Context: an optimization exercise on an open-source flow, tuned for small area, a short achievable clock period and few clock cycles. The choices shown serve that exercise and are no tape-out recipe. The RTL was checked by simulation tests, not by an equivalence proof against the original design. Power is estimated from default activity; no workload was simulated.

==> inputs of v8 <==
// fbd_seq
module fbd_seq (
    input  wire        clk,
    input  wire        rst,
    input  wire        cmd_valid,
    input  wire [1:0]  cmd_op,         
    output wire        cmd_ready,
    input  wire [31:0] sample_rate,    
    input  wire        max_loop_en,
    input  wire [15:0] max_loop,
    output wire        playing,
    output wire        mem_req,
    output wire [15:0] mem_addr,
    input  wire        mem_gnt,
    input  wire        mem_rvalid,
    input  wire [7:0]  mem_rdata,
    output wire        ev_valid,
    output wire [2:0]  ev_kind,        
    output wire [1:0]  ev_ch,
    output wire [11:0] ev_data
);
Settings: LEC_CHECK=0, CAP_MARGIN=20, CORE_MARGIN=2, CORE_UTILIZATION=40, PLACE_DENSITY=0.6, SETUP_SLACK_MARGIN=5, SLEW_MARGIN=20; clock period 10.0 ns.
run.sh (not shown) runs the stock make flow with config.mk's settings and CLKGATE_MAP_FILE= SYNTH_SCRIPT=/design/flow/synth_recipe.tcl, a recipe that flattens the netlist after the stock synthesis.
==> inputs of v23, as changes to v8 <==
--- a/flow/design.v
+++ b/flow/design.v
@@ -40,17 +40,18 @@
         S_MUL1   = 5'd15,
         S_MUL2   = 5'd16,
         S_DIV    = 5'd17,
         S_SETUP  = 5'd18,
         S_END    = 5'd19,
         S_POL    = 5'd20,
         S_PEND   = 5'd21,
         S_REFILL = 5'd22,
-        S_FIN    = 5'd23;
+        S_FIN    = 5'd23,
+        S_LCHK   = 5'd24;
     localparam integer CW = 211;
     reg [CW-1:0] cs0, cs1, cs2;
     reg [25:0]   cf0, cf1, cf2;
     wire [7:0]   fd0 = cf0[25:18];
     wire [7:0]   fd1 = cf0[17:10];
     wire [7:0]   fd2 = cf0[9:2];
     wire [1:0]   fn  = cf0[1:0];
     reg  [7:0]   n_fd0, n_fd1, n_fd2;
@@ -164,39 +165,39 @@
             if (bsel[si]) begin
                 b_cnt   = b_cnt   | sk_cnt[si];
                 b_val   = b_val   | sk_val[si];
             end
         end
     end
     wire        b_tj4   = (bsl != 8'd0) && (b_cnt != 8'd1);
     wire        b_tb3   = (bsl != 8'd0) && (b_cnt == 8'd1) && b_val;
-    reg        sw_start, sw_end, sw_cnt, sw_val;
-    reg        sw_top;     
-    reg [15:0] sw_addr;
-    reg [7:0]  sw_cntv;
-    reg        sw_valv;
     reg  [4:0]  state;
     reg         ready_r;
     reg  [1:0]  ch;
     reg         from_s;
     reg         pflag;
     reg         ml_en;
     reg  [15:0] ml;
     reg  [31:0] W;             
+    reg  [31:0] sr_tmp;
+    reg         mle_tmp;
+    reg  [15:0] ml_tmp;
+    reg         srok_r;
     reg  [12:0] rr;            
     reg  [13:0] er;            
     reg  [19:0] bud;           
     reg  [15:0] ptab;
     reg  [15:0] pa;
     reg  [7:0]  a0;
     reg  [7:0]  op;
     reg  [4:0]  k;
     reg  [15:0] fa;
     reg         fs7;
+    reg  [2:0]  lim;           
     reg         fen;
     reg         req_r;
     reg         drop_r;
     reg         evv;
     reg  [2:0]  evk;
     reg  [1:0]  evc;
     reg  [11:0] evd;
     assign cmd_ready = ready_r;
@@ -298,30 +299,55 @@
     wire        div_ge   = (div_tr >= 14'd5994);
     wire [31:0] w_x5     = W + {W[29:0], 2'b00};
     wire [13:0] er_sum   = er + {1'b0, rr};
     wire        lp_hit   = pres0 && (lpc0 >= ml);
     wire        granted  = req_r & mem_gnt;
     wire        arrive   = mem_rvalid & ~drop_r;
     wire        hv       = (fn != 2'd0);
     wire [7:0]  hb       = fd0;
+    localparam [2:0] C_REST = 3'd0, C_NOTE = 3'd1, C_ARG = 3'd2, C_BRK = 3'd3,
+                     C_REND = 3'd4, C_VUP = 3'd5, C_VDN = 3'd6, C_TERM = 3'd7;
+    function [5:0] bclass;       
+        input [7:0] b;
+        reg [2:0] c;
+        begin
+            if (b < 8'h80)      c = C_REST;
+            else if (b < 8'hE0) c = C_NOTE;
+            else case (b)
+                8'hE0, 8'hE1, 8'hE2, 8'hE5, 8'hE9, 8'hEA, 8'hEB, 8'hEC: c = C_ARG;
+                8'hE3:   c = C_BRK;
+                8'hE4:   c = C_REND;
+                8'hE6:   c = C_VUP;
+                8'hE7:   c = C_VDN;
+                default: c = C_TERM;
+            endcase
+            bclass = {b == 8'h00, b == 8'hFF, b == 8'hE8, c};
+        end
+    endfunction
+    reg  [5:0]  hc;
+    wire [2:0]  hcls     = hc[2:0];
+    wire        h_e8     = hc[3];
+    wire        h_ff     = hc[4];
+    wire        h_00     = hc[5];
     reg  [4:0]  n_state;
     reg         n_ready;
     reg  [1:0]  n_ch;
     reg         n_from_s, n_pflag;
     reg  [15:0] n_ptab, n_pa;
     reg  [7:0]  n_a0, n_op;
     reg  [4:0]  n_k;
     reg         n_evv;
     reg  [2:0]  n_evk;
     reg  [1:0]  n_evc;
     reg  [11:0] n_evd;
     reg         consume, flush, resume;
     reg  [15:0] ftgt;
     reg         fstr7;
+    reg         fsplice;       
     reg         carry, zdep, clr_fifos;
     task start_stream;
         input [15:0] a;
         input        s7;
         begin
             flush = 1'b1;
             ftgt  = a;
             fstr7 = s7;
@@ -396,72 +422,68 @@
             n_ldisp = 16'd0;
             n_lwait = 8'd0;
             n_ldcnt = 8'd0;
             n_lneg  = 1'b0;
             n_leff  = 16'd0;
         end
     endtask
     wire [15:0] hdr_val = {hb, a0};
+    wire        op_here = hv && (state == S_OP || (state == S_TCH && pres0 && rem0 == 8'd1));
+    wire        rend_wr = op_here && (hcls == C_REND) && t_ne;
+    wire        push_wr = hv && (state == S_ARG) && (op == 8'hE2) && !tsl0[7];
     wire [6:0]  psplit  = pitch_split(hb[6:0]);
     task do_op;
         begin
             consume = 1'b1;
             n_cur   = cur0 + 16'd1;
             n_op    = hb;
             n_k     = 5'd0;
             n_state = S_OP;
-            if (hb < 8'h80) begin
+            if (hcls == C_REST) begin
                 n_rem = {1'b0, hb[6:0]} + 8'd1;
                 if (!tied0) n_eph = PH_RELEASE;
                 chan_done;
-            end else if (hb < 8'hE0) begin
+            end else if (hcls == C_NOTE) begin
                 n_oct   = psplit[6:4];
                 n_semi  = psplit[3:0];
                 if (!tied0) begin
                     n_ecur = eal0;
                     n_eph  = (eal0 == 8'd255) ? PH_DECAY : PH_ATTACK;
                     lfo_restart(ldly0, ldep0);
                 end
                 n_state = S_NDUR;
             end else begin
-                case (hb)
-                    8'hE0, 8'hE1, 8'hE2, 8'hE5, 8'hE9, 8'hEA, 8'hEB, 8'hEC:
+                case (hcls)
+                    C_ARG:
                         n_state = S_ARG;
-                    8'hE3: begin
+                    C_BRK: begin
                         if (tb30) begin
                             n_cur = t_end;
                             n_tsl = bsl;
                             n_tj4 = b_tj4;
                             n_tb3 = b_tb3;
                             start_stream(t_end, 1'b0);
                         end
                     end
-                    8'hE4: if (t_ne) begin
-                        sw_top  = 1'b1;
-                        sw_end  = 1'b1;
-                        sw_val  = 1'b1;
-                        sw_cnt  = 1'b1;
-                        sw_addr = cur0 + 16'd1;
-                        sw_valv = 1'b1;
-                        sw_cntv = (t_cnt == 8'd0) ? 8'd0 : t_cnt - 8'd1;
+                    C_REND: if (t_ne) begin
                         if (!tj40) begin
                             n_tsl = bsl;
                             n_tj4 = b_tj4;
                             n_tb3 = b_tb3;
                         end else begin
                             if (t_cnt == 8'd0 && lpc0 != 16'hFFFF) n_lpc = lpc0 + 16'd1;
                             n_tj4 = (t_cnt != 8'd2);
                             n_tb3 = (t_cnt == 8'd2);
                             n_cur = t_start;
                             start_stream(t_start, 1'b0);
                         end
                     end
-                    8'hE6: if (vol0 != 4'd15) n_vol = vol0 + 4'd1;
-                    8'hE7: if (vol0 != 4'd0)  n_vol = vol0 - 4'd1;
+                    C_VUP: if (vol0 != 4'd15) n_vol = vol0 + 4'd1;
+                    C_VDN: if (vol0 != 4'd0)  n_vol = vol0 - 4'd1;
                     default: begin
                         emit(EV_VOL, ch, 12'd0);
                         n_pres = 1'b0;
                         chan_done;
                     end
                 endcase
             end
         end
@@ -488,36 +510,24 @@
         n_evk    = evk;
         n_evc    = evc;
         n_evd    = evd;
         consume  = 1'b0;
         flush    = 1'b0;
         resume   = 1'b0;
         ftgt     = cur0;
         fstr7    = 1'b0;
-        sw_start = 1'b0;
-        sw_end   = 1'b0;
-        sw_cnt   = 1'b0;
-        sw_val   = 1'b0;
-        sw_top   = 1'b0;
-        sw_addr  = cur0 + 16'd1;
-        sw_cntv  = hb;
-        sw_valv  = 1'b0;
+        fsplice  = 1'b0;
         case (state)
             S_IDLE: if (cmd_valid) begin
                 case (cmd_op)
                     OP_LOAD: begin
                         clr_fifos = 1'b1;
-                        if (sr_ok) begin
-                            n_ready = 1'b0;
-                            n_pa    = 16'd0;
-                            n_ch    = 2'd0;
-                            n_state = S_TITLE;
-                            start_stream(16'd0, 1'b0);
-                        end
+                        n_ready   = 1'b0;
+                        n_state   = S_LCHK;
                     end
                     OP_TICK: begin
                         n_ready  = 1'b0;
                         n_ch     = 2'd0;
                         n_from_s = 1'b0;
                         n_state  = S_TCH;
                     end
                     OP_END: begin
@@ -584,17 +594,17 @@
             S_NDUR: if (hv) begin
                 consume = 1'b1;
                 n_cur   = cur0 + 16'd1;
                 n_rem   = hb;
                 emit(EV_TONE, ch, tone_out);
                 n_state = S_PEEK;
             end
             S_PEEK: if (hv) begin
-                if (hb == 8'hE8) begin
+                if (h_e8) begin
                     consume = 1'b1;
                     n_cur   = cur0 + 16'd1;
                     n_tied  = 1'b1;
                 end else begin
                     n_tied  = 1'b0;
                 end
                 emit(EV_VOL, ch, {8'd0, vol_out});
                 chan_done;
@@ -608,22 +618,16 @@
                     8'hE0: begin
                         n_a0    = hb;
                         n_pa    = ptab;
                         n_state = S_PSCAN;
                         start_stream(ptab, 1'b1);
                     end
                     8'hE1: n_vol = (hb > 8'd15) ? 4'd15 : hb[3:0];
                     8'hE2: if (!tsl0[7]) begin
-                        sw_start = 1'b1;
-                        sw_cnt   = 1'b1;
-                        sw_val   = 1'b1;
-                        sw_addr  = cur0 + 16'd1;
-                        sw_cntv  = hb;
-                        sw_valv  = 1'b0;
                         n_tsl    = psl;
                         n_tj4    = (hb != 8'd1);
                         n_tb3    = 1'b0;
                     end
                     8'hE5: emit(EV_NOISE, 2'd0, {4'd0, hb});
                     8'hEB: begin
                         n_len = (hb != 8'd0);
                         lfo_restart(ldly0, ldep0);
@@ -650,22 +654,23 @@
                                 n_len         = 1'b1;
                                 lfo_restart(ldly0, ldep0);
                             end
                         endcase
                     end
                 endcase
             end
             S_PSCAN: if (hv) begin
-                if (hb == 8'hFF) begin
+                if (h_ff) begin
                     n_state = S_OP;
                     start_stream(cur0, 1'b0);
                 end else if (hb == a0) begin
                     n_k     = 5'd0;
                     n_state = S_PPAR;
+                    fsplice = 1'b1;
                     start_stream(pa + 16'd1, 1'b0);
                 end else begin
                     consume = 1'b1;
                     n_pa    = pa + 16'd7;
                 end
             end
             S_PPAR: if (hv) begin
                 consume = 1'b1;
@@ -673,24 +678,32 @@
                 case (k[2:0])
                     3'd0:    n_eal = hb;
                     3'd1:    n_ear = hb;
                     3'd2:    n_edr = hb;
                     3'd3:    n_esl = hb;
                     3'd4:    n_esr = hb;
                     default: n_err = hb;
                 endcase
-                if (k[2:0] == 3'd5) begin
-                    n_state = S_OP;
-                    start_stream(cur0, 1'b0);
+                if (k[2:0] == 3'd5) n_state = S_OP;
+            end
+            S_LCHK: begin
+                if (srok_r) begin
+                    n_pa    = 16'd0;
+                    n_ch    = 2'd0;
+                    n_state = S_TITLE;
+                    start_stream(16'd0, 1'b0);
+                end else begin
+                    n_state = S_IDLE;
+                    n_ready = 1'b1;
                 end
             end
             S_TITLE: if (hv) begin
                 consume = 1'b1;
-                if (hb == 8'd0) begin
+                if (h_00) begin
                     n_k     = 5'd0;
                     n_state = S_HDR;
                 end else begin
                     n_pa = pa + 16'd1;
                 end
             end
             S_HDR: if (hv) begin
                 consume = 1'b1;
@@ -810,21 +823,25 @@
             cs0 <= ncs;
             cf0 <= ncf;
             if (clr_fifos) begin
                 cf1[1:0] <= 2'd0;
                 cf2[1:0] <= 2'd0;
             end
         end
         for (si = 0; si < 24; si = si + 1) begin
-            if (sw_top ? rsel[si] : psel[si]) begin
-                if (sw_start) sk_start[si] <= sw_addr;
-                if (sw_end)   sk_end[si]   <= sw_addr;
-                if (sw_cnt)   sk_cnt[si]   <= sw_cntv;
-                if (sw_val)   sk_val[si]   <= sw_valv;
+            if (push_wr && psel[si]) begin
+                sk_start[si] <= cur0 + 16'd1;
+                sk_cnt[si]   <= hb;
+                sk_val[si]   <= 1'b0;
+            end
+            if (rend_wr && rsel[si]) begin
+                sk_end[si]   <= cur0 + 16'd1;
+                sk_cnt[si]   <= (t_cnt == 8'd0) ? 8'd0 : t_cnt - 8'd1;
+                sk_val[si]   <= 1'b1;
             end
         end
         state   <= n_state;
         if (rot) begin
             nx_cur <= env_cur;
             nx_ph  <= env_ph;
         end
         if (rot) begin
@@ -843,20 +860,24 @@
         pa      <= n_pa;
         a0      <= n_a0;
         op      <= n_op;
         k       <= n_k;
         evv     <= n_evv;
         evk     <= n_evk;
         evc     <= n_evc;
         evd     <= n_evd;
-        if (state == S_IDLE && cmd_valid && cmd_op == OP_LOAD && sr_ok) begin
-            W     <= sample_rate;
-            ml_en <= max_loop_en;
-            ml    <= max_loop;
+        sr_tmp  <= sample_rate;
+        mle_tmp <= max_loop_en;
+        ml_tmp  <= max_loop;
+        srok_r  <= sr_ok;
+        if (state == S_LCHK && srok_r) begin
+            W     <= sr_tmp;
+            ml_en <= mle_tmp;
+            ml    <= ml_tmp;
         end
         if (state == S_MUL1) begin
             W  <= w_x5;
             rr <= 13'd0;
         end
         if (state == S_MUL2) W <= {w_x5[29:0], 2'b00};
         if (state == S_DIV) begin
             W  <= {W[30:0], div_ge};
@@ -872,50 +893,57 @@
             if (!er_sum[13]) begin
                 er  <= er_sum - 14'd5994;
                 bud <= W[19:0] + 20'd1;
             end else begin
                 er  <= er_sum;
                 bud <= W[19:0];
             end
         end
+        hc <= (rot && !carry) ? bclass(cf1[25:18]) : bclass(n_fd0);
         if (rot && !carry) begin
             drop_r <= granted;
             fa     <= cur1 + {14'd0, fn1};
             fs7    <= 1'b0;
+            lim    <= 3'd0;
             fen    <= pf_ok;
             req_r  <= pf_ok && (fn1 != 2'd3);
         end else if (clr_fifos && !flush) begin
             drop_r <= granted;
             fen    <= 1'b0;
             req_r  <= 1'b0;
         end else if (flush) begin
             drop_r <= granted;
             fa     <= ftgt;
             fs7    <= fstr7;
+            lim    <= fsplice ? 3'd6 : 3'd0;
             fen    <= 1'b1;
             req_r  <= 1'b1;
         end else begin
             drop_r <= 1'b0;
             if (resume) begin
                 fa  <= cur0 + {14'd0, fn};
                 fs7 <= 1'b0;
                 fen <= 1'b1;
+                lim <= 3'd0;
             end else if (granted) begin
-                fa  <= fa + (fs7 ? 16'd7 : 16'd1);
+                if (lim == 3'd1) fa <= cur0;
+                else             fa <= fa + (fs7 ? 16'd7 : 16'd1);
+                if (lim != 3'd0) lim <= lim - 3'd1;
             end
             req_r <= (fen | resume) &&
                      ({1'b0, n_fn} + {2'b00, granted} <= 3'd2);
         end
         if (rst) begin
             state   <= S_IDLE;
             ready_r <= 1'b1;
             ch      <= 2'd0;
             evv     <= 1'b0;
             req_r   <= 1'b0;
             fen     <= 1'b0;
             drop_r  <= 1'b0;
+            lim     <= 3'd0;
             cs0[CW-1] <= 1'b0;
             cs1[CW-1] <= 1'b0;
             cs2[CW-1] <= 1'b0;
         end
     end
 endmodule
==> comparison <==
Of v8 and v23, v8 has the higher utilization (gap 0.31 points).
Against v8, the design area of v23 is higher by 2.3%.
Between v8 and v23, the lower wire length is in v8 (gap 1.6%, measured against v23).
Against v23, the power of v8 is smaller by about 5.4%.
In v23 the global-route usage is lower than in v8, by 0.11 points.
Of v8 and v23, v8 has the higher clock skew (gap 0.067 ns).
Between v23 and v8, the lower first-iteration DRC count is in v8 (gap 4.4%, measured against v8).
Between v8 and v23, the lower clock power is in v8 (gap 3.6%, measured against v23).
Between v23 and v8, the lower via count is in v8 (gap about 3.3%, measured against v8).
Between v8 and v23, the lower synthesized cell count is in v8 (gap 5.9%, measured against v23).
Testbench counts of v8, summed over its fixed seeds: cycles 38,745.
Testbench counts of v23, summed over its fixed seeds: cycles 38,431.

## re-timing with driven ports
How much do the figures lean on ideal ports? The routed layouts below were timed once more, with nothing changed but the port constraints.
Step 1 assumes that a clkbuf_16 drives the clock port and a buf_2 every other input.
Step 2 times the ports against the registers' clock, not the clock port: input delays grow and output delays shrink by t, the midpoint of the rising clock arrivals with the driver on.
Three values: no drivers, after step 1, after step 2; two values: the first two.
| run | t (ns) | setup slack, ns | hold WS [ns] |
|---|---|---|---|
| v8 | 0.961 | 5.017 / 4.991 / 4.426 | 0.385 / 0.385 / 0.385 |
| v23 | 0.958 | 5.025 / 5.025 / 5.025 | 0.393 / 0.393 / 0.393 |
After both steps every run listed still meets setup and hold. For v8, which loses most, drivers alone change the setup slack by -0.026 ns; drivers and shift together by -0.591 ns.
